This design comes from an exercise in tuning for small area, a short achievable clock period and few clock cycles per item on the open sky130 flow, not from production work. Power figures rest on the tool's default switching activity, not on a simulated workload.

## main
==> flow/design.v <==
module fxc_conv (
    input  wire        clk,
    input  wire        rst,         
    input  wire        in_valid,
    output wire        in_ready,
    input  wire [31:0] in_cmd,
    input  wire [63:0] in_opnd,
    output reg         out_valid,
    output reg  [63:0] out_data,
    output reg  [1:0]  out_cause,   
    output reg  [2:0]  out_rd
);
    assign in_ready = 1'b1;
    integer i, k;
    wire [3:0] op  = in_cmd[31:28];
    wire [1:0] ws  = in_cmd[7:6];
    wire [5:0] n   = in_cmd[5:0];
    wire op_ok   = !op[3] && (op[2:0] != 3'd0);
    wire is_conv = (op[2:1] == 2'b11);
    wire row_ok  = op_ok && (in_cmd[27:14] == 14'd0) &&
                   (is_conv || (in_cmd[13:11] == 3'd0));
    wire fmt_ok  = ws[1] ? (ws[0] || !n[5]) : (!n[5] && !n[4] && (ws[0] || !n[3]));
    wire [1:0] cause = !row_ok ? 2'd1 : (!fmt_ok ? 2'd2 : 2'd0);
    wire [1:0] asel = (op == 4'd6) ? 2'd2 : ws;
    reg [63:0] u_in;
    always @(*) begin
        case (asel)
            2'd0:    u_in = {in_opnd[7:0],  56'd0};
            2'd1:    u_in = {in_opnd[15:0], 48'd0};
            2'd2:    u_in = {in_opnd[31:0], 32'd0};
            default: u_in = in_opnd;
        endcase
    end
    reg        v0;
    reg [63:0] u0;
    reg [2:0]  op0;
    reg [1:0]  ws0;
    reg [5:0]  n0;
    reg [2:0]  rd0;
    reg [1:0]  c0;
    always @(posedge clk) begin
        if (rst) v0 <= 1'b0;
        else     v0 <= in_valid;
        u0  <= u_in;
        op0 <= op[2:0];
        ws0 <= ws;
        n0  <= n;
        rd0 <= (cause == 2'd0) ? in_cmd[10:8] : 3'd0;
        c0  <= cause;
    end
    wire ok0      = (c0 == 2'd0);
    wire is_scale = ok0 && (op0 == 3'd1);
    wire is_fmax  = ok0 && (op0 == 3'd2);
    wire is_fmin  = ok0 && (op0 == 3'd3);
    wire is_lmax  = ok0 && (op0 == 3'd4);
    wire is_lmin  = ok0 && (op0 == 3'd5);
    wire is_tofix = ok0 && (op0 == 3'd6);
    wire is_toflt = ok0 && (op0 == 3'd7);
    reg [5:0] wm1, w64;
    always @(*) begin
        case (ws0)
            2'd0:    begin wm1 = 6'd7;  w64 = 6'd56; end
            2'd1:    begin wm1 = 6'd15; w64 = 6'd48; end
            2'd2:    begin wm1 = 6'd31; w64 = 6'd32; end
            default: begin wm1 = 6'd63; w64 = 6'd0;  end
        endcase
    end
    wire [7:0] kexp   = {2'b00, wm1 - n0} + 8'd127;
    wire [7:0] kexpm1 = {2'b00, wm1 - n0} + 8'd126;
    wire        us = u0[63];
    wire [63:0] tl = {u0[62:0] ^ {63{us}}, 1'b1};
    wire [31:0] z1;  wire [31:0] c1_;
    wire [15:0] z2;  wire [31:0] c2_;
    wire [7:0]  z3;  wire [23:0] c3_;
    wire [3:0]  z4;  wire [15:0] c4_;
    wire [1:0]  z5;  wire [9:0]  c5_;
    genvar gi;
    generate
        for (gi = 0; gi < 32; gi = gi + 1) begin : lz1
            assign z1[gi]  = !(tl[2*gi+1] | tl[2*gi]);
            assign c1_[gi] = !tl[2*gi+1];
        end
        for (gi = 0; gi < 16; gi = gi + 1) begin : lz2
            assign z2[gi] = z1[2*gi+1] & z1[2*gi];
            assign c2_[2*gi+1:2*gi] = z1[2*gi+1] ? {1'b1, c1_[2*gi]} : {1'b0, c1_[2*gi+1]};
        end
        for (gi = 0; gi < 8; gi = gi + 1) begin : lz3
            assign z3[gi] = z2[2*gi+1] & z2[2*gi];
            assign c3_[3*gi+2:3*gi] = z2[2*gi+1] ? {1'b1, c2_[4*gi+1:4*gi]} : {1'b0, c2_[4*gi+3:4*gi+2]};
        end
        for (gi = 0; gi < 4; gi = gi + 1) begin : lz4
            assign z4[gi] = z3[2*gi+1] & z3[2*gi];
            assign c4_[4*gi+3:4*gi] = z3[2*gi+1] ? {1'b1, c3_[6*gi+2:6*gi]} : {1'b0, c3_[6*gi+5:6*gi+3]};
        end
        for (gi = 0; gi < 2; gi = gi + 1) begin : lz5
            assign z5[gi] = z4[2*gi+1] & z4[2*gi];
            assign c5_[5*gi+4:5*gi] = z4[2*gi+1] ? {1'b1, c4_[8*gi+3:8*gi]} : {1'b0, c4_[8*gi+7:8*gi+4]};
        end
    endgenerate
    wire [5:0] lzc   = z5[1] ? {1'b1, c5_[4:0]} : {1'b0, c5_[9:5]};
    wire       tzero = (u0[62:0] == {63{us}});
    reg [63:0] x_flt;
    always @(*) begin
        x_flt[63] = 1'b0;
        for (i = 0; i < 63; i = i + 1)
            x_flt[i] = u0[62 - i];
    end
    wire        f_s = u0[63];
    wire [7:0]  f_e = u0[62:55];
    wire [22:0] f_m = u0[54:32];
    wire        f_nan = (f_e == 8'hFF) && (f_m != 23'd0);
    wire        f_sat = (f_e >= kexp);              
    wire        f_neg = f_s && !f_nan;              
    wire [8:0]  f_q   = {1'b0, f_e} + {3'b000, n0};
    wire        f_big = (f_q <= 9'd126);            
    wire [5:0]  f_r   = 6'd62 - f_q[5:0];           
    reg [63:0] x1;
    reg [5:0]  a1;
    always @(*) begin
        x1 = 64'd0;
        if (is_toflt) x1 = x_flt;
        if (is_tofix) x1 = {~f_s, f_m ^ {23{f_s}}, {40{f_s}}};
        if (is_scale || is_fmin) x1 = {1'b1, 63'd0};
        if (is_fmax)  x1 = {1'b0, {63{1'b1}}};
        if (is_lmax)  x1 = {64{1'b1}};
        a1 = 6'd0;
        if (is_toflt) a1 = lzc;
        if (is_tofix) a1 = f_r;
        if (is_fmax || is_fmin) a1 = w64;
        if (is_scale) a1 = ~n0;
    end
    reg        v1;
    reg [63:0] x1_q;
    reg [5:0]  a1_q;
    reg        fill1, sgn1, flt1, zr1, neg1, lim1, limlo1, kill1;
    reg [1:0]  ws1;
    reg [7:0]  ke1;
    reg [2:0]  rd1;
    reg [1:0]  c1;
    always @(posedge clk) begin
        if (rst) v1 <= 1'b0;
        else     v1 <= v0;
        x1_q  <= x1;
        a1_q  <= a1;
        fill1 <= (is_tofix && f_s) || is_fmin || is_lmax;
        sgn1  <= is_toflt ? us : is_lmin;
        flt1  <= is_toflt || is_lmax || is_lmin;
        zr1   <= is_toflt && tzero && !us;
        neg1  <= is_tofix && f_s && !f_sat && !f_big;
        lim1  <= is_tofix && f_sat;
        limlo1 <= f_neg;
        kill1 <= is_tofix && f_big;
        ws1   <= ws0;
        ke1   <= kexpm1;
        rd1   <= rd0;
        c1    <= c0;
    end
    wire [127:0] sh_in  = {{64{fill1}}, x1_q};
    wire [127:0] sh_out = sh_in >> a1_q;
    reg [63:0] fix_max;
    always @(*) begin
        case (ws1)
            2'd0:    fix_max = 64'h0000_0000_0000_007F;
            2'd1:    fix_max = 64'h0000_0000_0000_7FFF;
            2'd2:    fix_max = 64'h0000_0000_7FFF_FFFF;
            default: fix_max = 64'h7FFF_FFFF_FFFF_FFFF;
        endcase
    end
    wire [63:0] r2_in = lim1 ? (limlo1 ? ~fix_max : fix_max) : (kill1 ? 64'd0 : sh_out[63:0]);
    wire [7:0]   e2     = zr1 ? 8'd0 : (ke1 - {2'b00, a1_q});
    reg        v2;
    reg [63:0] r2;
    reg [7:0]  e2_q;
    reg        sgn2, flt2, neg2;
    reg [2:0]  rd2;
    reg [1:0]  c2;
    always @(posedge clk) begin
        if (rst) v2 <= 1'b0;
        else     v2 <= v1;
        r2   <= r2_in;
        e2_q <= e2;
        sgn2 <= sgn1;
        flt2 <= flt1;
        neg2 <= neg1;
        rd2  <= rd1;
        c2   <= c1;
    end
    reg [22:0] mant;
    always @(*) begin
        for (i = 0; i < 23; i = i + 1)
            mant[i] = r2[23 - i] ^ sgn2;        
    end
    wire g   = r2[24] ^ sgn2;                   
    wire l   = r2[23] ^ sgn2;                   
    wire st  = |r2[63:25];                      
    wire inc = sgn2 ? (g || (!st && l)) : (g && (st || l));
    reg [31:0] mpa [0:5];
    always @(*) begin
        mpa[0] = {9'd0, mant};
        for (k = 0; k < 5; k = k + 1)
            for (i = 0; i < 32; i = i + 1)
                mpa[k+1][i] = ((i >> k) & 1) ? (mpa[k][i] & mpa[k][((i >> k) << k) - 1]) : mpa[k][i];
    end
    wire [22:0] mant_p1 = mant ^ {mpa[5][21:0], 1'b1};
    wire [22:0] frac = inc ? mant_p1 : mant;
    wire        ovf  = (&mant) && inc;
    wire [7:0]  fexp = ovf ? (e2_q + 8'd1) : e2_q;
    reg [63:0] rpa [0:6];
    always @(*) begin
        rpa[0] = r2;
        for (k = 0; k < 6; k = k + 1)
            for (i = 0; i < 64; i = i + 1)
                rpa[k+1][i] = ((i >> k) & 1) ? (rpa[k][i] & rpa[k][((i >> k) << k) - 1]) : rpa[k][i];
    end
    wire [63:0] fix_res = r2 ^ ({rpa[6][62:0], 1'b1} & {64{neg2}});
    always @(posedge clk) begin
        if (rst) out_valid <= 1'b0;
        else     out_valid <= v2;
        out_data  <= flt2 ? {32'd0, sgn2, fexp, frac} : fix_res;
        out_cause <= c2;
        out_rd    <= rd2;
    end
endmodule
clock: 12.0 ns
lec_check: 0
abc_area: 1
cap_margin: 20
core_margin: 2
core_utilization: 45
slew_margin: 20
standard.sh (not shown) runs the stock make flow with config.mk's settings and CLKGATE_MAP_FILE= SYNTH_SCRIPT=/design/flow/synth_recipe.tcl, a recipe that flattens the netlist after the stock synthesis.
==> flow/flow/run.sh <==
#!/bin/bash
# The standard layout (standard.sh) with: timing repair aimed below the
# clock period; resizing free of footprint matching; small port buffers
# (repair sizes up the ones on critical paths); ABC's buffers removed before
# CTS without dummy
# loads. Each tool's output stays in orfs/logs; make's output in flow_make.log.
set -euo pipefail
bash standard.sh SETUP_SLACK_MARGIN=8.6 MATCH_CELL_FOOTPRINT=0 \
  "BUFFER_PORTS_ARGS=-buffer_cell sky130_fd_sc_hd__buf_1" \
  "CTS_ARGS=-sink_clustering_enable -repair_clock_nets -dont_use_dummy_load -buf_list sky130_fd_sc_hd__clkbuf_8" \
  finish > flow_make.log 2>&1
diff inputs: main => the feature branch
diff --git a/flow/flow/run.sh b/flow/flow/run.sh
--- a/flow/flow/run.sh
+++ b/flow/flow/run.sh
@@ -5 +5 @@
-# CTS without dummy
+# placement (repair_design buffers again where needed); CTS without dummy
@@ -8 +8 @@
-bash standard.sh SETUP_SLACK_MARGIN=8.6 MATCH_CELL_FOOTPRINT=0 \
+bash standard.sh SETUP_SLACK_MARGIN=8.6 MATCH_CELL_FOOTPRINT=0 REMOVE_ABC_BUFFERS=1 \
Notes after the runs:
Status: internal cell power parity (the feature branch, main)
Relative to main, the final cell area reported for the feature branch is lower.
Against main as the reference, the feature branch delivers a lower non-clock buffering overhead in the final layout.
The feature branch vs. main: met2 usage in global routing went up by 0.20 points.
No functional check of the RTL was part of any run of this note.

## separate check: timing with driven ports
Ports are ideal in the flow. The routed layouts listed here were re-timed in OpenROAD. Step 1 (the two cells are an assumption about what drives the block):
set clk [get_ports {clk}]
set_driving_cell -lib_cell sky130_fd_sc_hd__clkbuf_16 $clk
set_driving_cell -lib_cell sky130_fd_sc_hd__buf_2 [delete_from_list [all_inputs] $clk]
Step 2 also shifts input and output timing later by t, the mid clock arrival at the registers, as if the neighbouring blocks saw the same clock. Slacks: ideal / step 1 / step 2; pairs: ideal / step 1.
run | t, ns | setup WS [ns] | clock arrival spread, ns
main | 0.685 | 8.529 / 8.472 / 8.146 | 0.063 / 0.063
the feature branch | 0.665 | 8.537 / 8.483 / 8.037 | 0.060 / 0.061
After both steps setup and hold are still met in every run listed. The setup slack of the feature branch, which loses most, moves by -0.054 ns with the drivers and by -0.500 ns with both steps.
